Context: an optimization exercise on an open-source flow, tuned for small area, a short achievable clock period and few clock cycles. The choices shown serve that exercise and are no tape-out recipe.
RTL that was checked went through simulation tests only; none was proved equivalent to the original.
Power figures rest on the tool's default switching activity, not on a simulated workload.

==> 11-04 <==
## frame_sync_fsm
module frame_sync_fsm (
    input  wire        clk,
    input  wire        rst,
    input  wire        in_valid,
    output wire        in_ready,
    input  wire [1:0]  in_kind,
    input  wire [31:0] in_data,
    output wire        out_valid,
    output reg  [31:0] out_data
);
==> flow/config.mk <==
export PLATFORM = sky130hd
export DESIGN_NAME = frame_sync_fsm
export DESIGN_NICKNAME = frame_sync_fsm
export VERILOG_FILES = /design/flow/design.v
export SDC_FILE = /design/flow/constraint.sdc
export NUM_CORES = 8
export LEC_CHECK = 0
export CAP_MARGIN = 20
export CORE_MARGIN = 2
export CORE_UTILIZATION = 55
export CTS_BUF_LIST = sky130_fd_sc_hd__clkbuf_8
export CTS_CLUSTER_SIZE = 20
export SLEW_MARGIN = 20
==> flow/constraint.sdc <==
create_clock -name core_clock -period 30.0 [get_ports {clk}]
set_input_delay 6.0000 -clock core_clock [delete_from_list [all_inputs] [get_ports {clk}]]
set_output_delay 6.0000 -clock core_clock [all_outputs]
set_load 0.01 [all_outputs]
run.sh (not shown) runs the stock make flow with config.mk's settings and CLKGATE_MAP_FILE= SYNTH_SCRIPT=/design/flow/synth_recipe.tcl, a recipe that flattens the netlist after the stock synthesis.
==> inputs of 11-27, as changes to 11-04 <==
--- a/flow/config.mk
+++ b/flow/config.mk
@@ -9,5 +9,5 @@
 export CORE_MARGIN = 2
 export CORE_UTILIZATION = 55
-export CTS_BUF_LIST = sky130_fd_sc_hd__clkbuf_8
-export CTS_CLUSTER_SIZE = 20
+export CTS_CLUSTER_DIAMETER = 100
+export CTS_CLUSTER_SIZE = 30
 export SLEW_MARGIN = 20
==> summary of the runs <==
In synthesized cell count, 11-27 and 11-04 do not differ.
In 11-04 the sequential share of layout area is lower than in 11-27, by 3.3 points.
In 11-04 the utilization is higher than in 11-27, by 3.2 points.
Between 11-27 and 11-04, the lower final cell count is in 11-27 (gap about 6%, measured against 11-04).
Between 11-04 and 11-27, the lower hold slack is in 11-04 (gap 0.055 ns).
Of 11-04 and 11-27, 11-04 has the higher global-route usage (gap 1.1 points).
Between 11-04 and 11-27, the lower fmax is in 11-04 (gap about 3%, measured against 11-27).
In sequential power, 11-04 and 11-27 hardly differ.
Against 11-04, the wire length of 11-27 is smaller by 2.4%.
In 11-27 the clock power is smaller than in 11-04, by about 38%.
In 11-27 the clock skew is lower than in 11-04, by 0.024 ns.
==> figures <==
| item | 11-27 | 11-04 |
|---|---|---|
| Post-route design area | 0.143 mm^2 | 0.150 mm^2 |
| Run status | timing/DRC/antenna clean | timing/DRC/antenna clean |
| End of the worst register-to-register path | out_data[11]$_DFFE_PP_ | win[5][18]$_DFFE_PN_ |
| Non-filler instance count after layout | 13800 | 14700 |
| Final routed wire length divided by cell count | 35.7 um | 34.3 um |
| Clock tree skew after final layout | 0.0975 ns | 0.122 ns |
| P per Cell Area | 81.9 mW/mm^2 | 89.8 mW/mm^2 |
| Total of plain and repair buffers excluding clock buffers | 301 | 303 |
| Clock buffer instance count of the final layout | 205 | 782 |
| Layout Nets | 10700 | 11100 |
| CTS root buf | sky130_fd_sc_hd__clkbuf_16 | sky130_fd_sc_hd__clkbuf_8 |
| Core Util, Final | 60.0% | 63.1% |
| Layout cell share with drive strength beyond 1 | 6.31% | 11.8% |
| Combinational fraction of design power | 20.8% | 18.1% |
| Vias in the first global route | 81900 | 86800 |
| Initial antenna violation count | 68 | 78 |
| Endpoint arrival time on the critical path | 1.87 ns | 2.10 ns |
| Overall power of the completed layout | 11.7 mW | 13.5 mW |
| Clock Pin Slew Worst Setup and Hold Paths | 0.11 ns | 0.06 ns |
| Total clock buffers created by CTS | 175 | 636 |
| Critical hold path startpoint | u_stats.rhi[1272]$_DFF_P_ | u_stats.rlo[379]$_DFF_P_ |
| # H-tree levels | 4 | 6 |
| Wire length of the first global-routing pass | 665 mm | 685 mm |
Testbench counts of 11-04, summed over its fixed seeds: cycles 58,981.
Testbench counts of 11-27, summed over its fixed seeds: cycles 58,981.

---

==> inputs of run C <==
frame_sync_fsm, a different RTL version from the one above (not shown whole).
make LEC_CHECK=0 CAP_MARGIN=20 CORE_MARGIN=2 CORE_UTILIZATION=25 SLEW_MARGIN=20 finish   # period 30.0 ns
==> inputs of run K, as changes to run C <==
--- a/flow/design.v
+++ b/flow/design.v
@@ -259,65 +259,66 @@
             6'd46: fword = fc42;
             6'd47: fword = fc43;
             6'd49: fword = fc44;
             default: fword = 32'd0;
         endcase
     end
-    reg [14:0] opnd;
+    reg [14:0] opnd, opnd_q;
     always @(*) begin
         case (ph)
-            6'd0: opnd = fc0;
-            6'd1: opnd = fc22;
-            6'd2: opnd = fc1;
-            6'd3: opnd = fc23;
-            6'd4: opnd = fc2;
-            6'd5: opnd = fc24;
-            6'd6: opnd = fc3;
-            6'd7: opnd = fc25;
-            6'd8: opnd = fc4;
-            6'd9: opnd = fc26;
-            6'd10: opnd = fc5;
-            6'd11: opnd = fc27;
-            6'd12: opnd = fc6;
-            6'd13: opnd = fc28;
-            6'd14: opnd = fc7;
-            6'd15: opnd = fc29;
-            6'd16: opnd = fc44;
-            6'd17: opnd = fc8;
-            6'd18: opnd = fc30;
-            6'd19: opnd = fc9;
-            6'd20: opnd = fc31;
-            6'd21: opnd = fc10;
-            6'd22: opnd = fc32;
-            6'd23: opnd = fc11;
-            6'd24: opnd = fc33;
-            6'd25: opnd = fc12;
-            6'd26: opnd = fc34;
-            6'd27: opnd = fc13;
-            6'd28: opnd = fc35;
-            6'd29: opnd = fc14;
-            6'd30: opnd = fc36;
-            6'd31: opnd = fc15;
-            6'd32: opnd = fc37;
-            6'd33: opnd = fc16;
-            6'd34: opnd = fc38;
-            6'd35: opnd = fc17;
-            6'd36: opnd = fc39;
-            6'd37: opnd = fc18;
-            6'd38: opnd = fc40;
-            6'd39: opnd = fc19;
-            6'd40: opnd = fc41;
-            6'd41: opnd = fc20;
-            6'd42: opnd = fc42;
-            6'd43: opnd = fc21;
-            6'd44: opnd = fc43;
+            6'd0: opnd = fc22;
+            6'd1: opnd = fc1;
+            6'd2: opnd = fc23;
+            6'd3: opnd = fc2;
+            6'd4: opnd = fc24;
+            6'd5: opnd = fc3;
+            6'd6: opnd = fc25;
+            6'd7: opnd = fc4;
+            6'd8: opnd = fc26;
+            6'd9: opnd = fc5;
+            6'd10: opnd = fc27;
+            6'd11: opnd = fc6;
+            6'd12: opnd = fc28;
+            6'd13: opnd = fc7;
+            6'd14: opnd = fc29;
+            6'd15: opnd = fc44;
+            6'd16: opnd = fc8;
+            6'd17: opnd = fc30;
+            6'd18: opnd = fc9;
+            6'd19: opnd = fc31;
+            6'd20: opnd = fc10;
+            6'd21: opnd = fc32;
+            6'd22: opnd = fc11;
+            6'd23: opnd = fc33;
+            6'd24: opnd = fc12;
+            6'd25: opnd = fc34;
+            6'd26: opnd = fc13;
+            6'd27: opnd = fc35;
+            6'd28: opnd = fc14;
+            6'd29: opnd = fc36;
+            6'd30: opnd = fc15;
+            6'd31: opnd = fc37;
+            6'd32: opnd = fc16;
+            6'd33: opnd = fc38;
+            6'd34: opnd = fc17;
+            6'd35: opnd = fc39;
+            6'd36: opnd = fc18;
+            6'd37: opnd = fc40;
+            6'd38: opnd = fc19;
+            6'd39: opnd = fc41;
+            6'd40: opnd = fc20;
+            6'd41: opnd = fc42;
+            6'd42: opnd = fc21;
+            6'd43: opnd = fc43;
+            6'd44: opnd = fc0;
             default: opnd = 15'd0;
         endcase
     end
+    always @(posedge clk) opnd_q <= acc ? opnd : 15'd0;
     wire [31:0] head_lo = zero ? 32'd0 : rlo[31:0];
-    wire [32:0] lo_sum  = {1'b0, head_lo} + {18'd0, acc ? opnd : 15'd0};
+    wire [32:0] lo_sum  = {1'b0, head_lo} + {18'd0, opnd_q};
     wire [31:0] hi_fix  = (zq ? 32'd0 : rhi[P*32-1 -: 32]) + {31'd0, cq};
     always @(posedge clk) begin
         rlo <= {lo_sum[31:0], rlo[P*32-1:32]};
         rhi <= {rhi[31:0], hi_fix, rhi[(P-1)*32-1:32]};
         cq  <= lo_sum[32];
         zq  <= zero;
@@ -456,34 +457,39 @@
     output wire        out_valid,
     output reg  [31:0] out_data
 );
     localparam [31:0] CRC_K = 32'h7f8f8816;    
     localparam [28:0] SYNC_HI = 29'h0B4B4B4A;   
     localparam CQ_D = 8;                        
+    reg rst_q;
+    always @(posedge clk) rst_q <= rst;
     reg [33:0] iq0, iq1;
     reg        iwp, irp;
     reg [1:0]  iqn;
-    reg        rdy;
+    reg        rdy, we0, we1;     
     assign in_ready = rdy;
     wire        i_acc = in_valid & rdy;
     wire [33:0] ih    = irp ? iq1 : iq0;
     wire        ihv   = (iqn != 2'd0);
     wire [1:0]  ihk   = ih[33:32];
     wire [31:0] ihd   = ih[31:0];
     wire        i_pop;
     wire [1:0]  iqn_p = iqn - {1'b0, i_pop};
+    wire        rdy_n = (iqn_p == 2'd0) | ((iqn_p == 2'd1) & ~i_acc);
     always @(posedge clk) begin
-        if (i_acc & ~iwp) iq0 <= {in_kind, in_data};
-        if (i_acc &  iwp) iq1 <= {in_kind, in_data};
+        if (we0) iq0 <= {in_kind, in_data};
+        if (we1) iq1 <= {in_kind, in_data};
         if (rst) begin
-            iwp <= 1'b0; irp <= 1'b0; iqn <= 2'd0; rdy <= 1'b1;
+            iwp <= 1'b0; irp <= 1'b0; iqn <= 2'd0; rdy <= 1'b0; we0 <= 1'b0; we1 <= 1'b0;
         end else begin
             iwp <= iwp ^ i_acc;
             irp <= irp ^ i_pop;
             iqn <= iqn_p + {1'b0, i_acc};
-            rdy <= (iqn_p == 2'd0) | ((iqn_p == 2'd1) & ~i_acc);
+            rdy <= rdy_n;
+            we0 <= rdy_n & ~(iwp ^ i_acc);
+            we1 <= rdy_n &  (iwp ^ i_acc);
         end
     end
     reg [31:0] win [0:7];       
     reg [31:0] crc;             
     reg [7:0]  sc;              
     reg [15:0] wcnt;            
@@ -532,21 +538,22 @@
             for (j = 0; j < 7; j = j + 1) win[j] <= win[j + 1];
             win[7] <= ihd;
             sc[0] <= w_match & (ihd[2:0] == 3'd0);
             for (j = 1; j < 8; j = j + 1)
                 sc[j] <= sc[j - 1] & w_match & (ihd[2:0] == j);
         end
+        if (rst_q) crc <= CRC_K;
+        else if (shift) crc <= crc_next;
+        else if (mark & h_eob) crc <= CRC_K;
         if (rst) begin
-            crc       <= CRC_K;
             wcnt      <= 16'd0;
             need      <= 4'd8;
             step_pend <= 1'b0;
             aligned   <= 1'b0;
         end else begin
             if (shift) begin
-                crc  <= crc_next;
                 wcnt <= wcnt + 16'd1;
                 if (need_eff == 4'd1) begin
                     step_pend <= 1'b1;
                     need      <= 4'd8;
                 end else begin
                     step_pend <= 1'b0;
@@ -554,13 +561,12 @@
                 end
             end else if (step_fire) begin
                 step_pend <= 1'b0;
                 need      <= need_eff;
             end
             if (mark & h_eob) begin
-                crc  <= CRC_K;
                 wcnt <= 16'd0;
                 need <= 4'd8;
             end
             if (step_fire) begin
                 if (sync)   aligned <= 1'b1;
                 if (o_loss) aligned <= 1'b0;
@@ -639,13 +645,13 @@
     assign c_pop = h_cnt | go_file | go_run;
     wire        f_acc = go_file | ((qs == Q_FILE) & (qi <= 7'd44));
     wire        f_fin = (qs == Q_FILE) & (qi == 7'd55);
     wire [31:0] fword, rword;
     wire        rvalid;
     fs_stats u_stats (
-        .clk(clk), .rst(rst),
+        .clk(clk), .rst(rst_q),
         .inc(h_cnt), .code(hcode), .ch(hch),
         .acc(f_acc), .fin(f_fin),
         .fsel(qi[5:0]), .fword(fword),
         .rsel(qi), .ral(ral), .rword(rword), .rvalid(rvalid),
         .run_go(run_go), .run_last(run_last)
     );
Settings changed: CORE_UTILIZATION 25 to 50.
==> qor summary <==
|  | run C | run K |
|---|---|---|
| Result of the run | complete, no violations | complete, no violations |
| Met1 WL | 199 mm | 194 mm |
| Clk slew on worst S/H paths | 0.06 ns | 0.07 ns |
| Met2 demand-to-capacity share in global routing | 0.238 | 0.592 |
| Met2 layer wire length in the routed design | 187 mm | 231 mm |
| Largest net degree at the start of global routing | 178 | 176 |
| Fraction of final layout cells with drive strength greater than 1 | 0.103 | 0.104 |
| Setup slack at placement | 20.42 ns | 22.22 ns |
| Via density per instance | 4.67 | 5.90 |
| Critical Path RT | 30.80 ns | 24.00 ns |
| Highest Clock Rate | 115 MHz | 126 MHz |
| Startpoint of the lowest-slack register-to-register path | crp[0] | qi[3] |
| Slew margin rel. | 0.0642 | 0.121 |
| Final worst path period need | 8.67 ns | 7.96 ns |
Testbench counts of run C, summed over its fixed seeds: cycles 59,198.
The RTL of run K was laid out without a check of its function.

[afterwards: timing with drivers on the ports]
In the flow no input, the clock included, has a driving cell. The finished layouts below were timed again as built, in two steps.
Step 1, drivers: a clkbuf_16 drives clk and a buf_2 each remaining input, both assumed.
Step 2 moves the port delays by t, midway between the first and last clock arrival at a register: inputs arrive t later, outputs are due t later. That takes back most of the time a late clock gives input paths.
Slacks: no drivers / after step 1 / after step 2; pairs: no drivers / after step 1.
run | shift t [ns] | setup slack, ns | worst setup path after step 2 | worst register clock-pin slew, ns
11-04 | 1.236 | 21.898 / 21.788 / 21.769 | input to register | 0.08 / 0.08
11-27 | 0.994 | 22.129 / 22.028 / 21.764 | input to register | 0.12 / 0.12
run C | 1.081 | 21.328 / 21.417 / 20.336 | input to register | 0.07 / 0.07
run K | 1.071 | 22.037 / 21.950 / 22.114 | input to register | 0.10 / 0.10
After both steps setup and hold are still met in every run listed. For run C, which loses most, drivers alone change the setup slack by +0.089 ns; drivers and shift together by -0.992 ns.
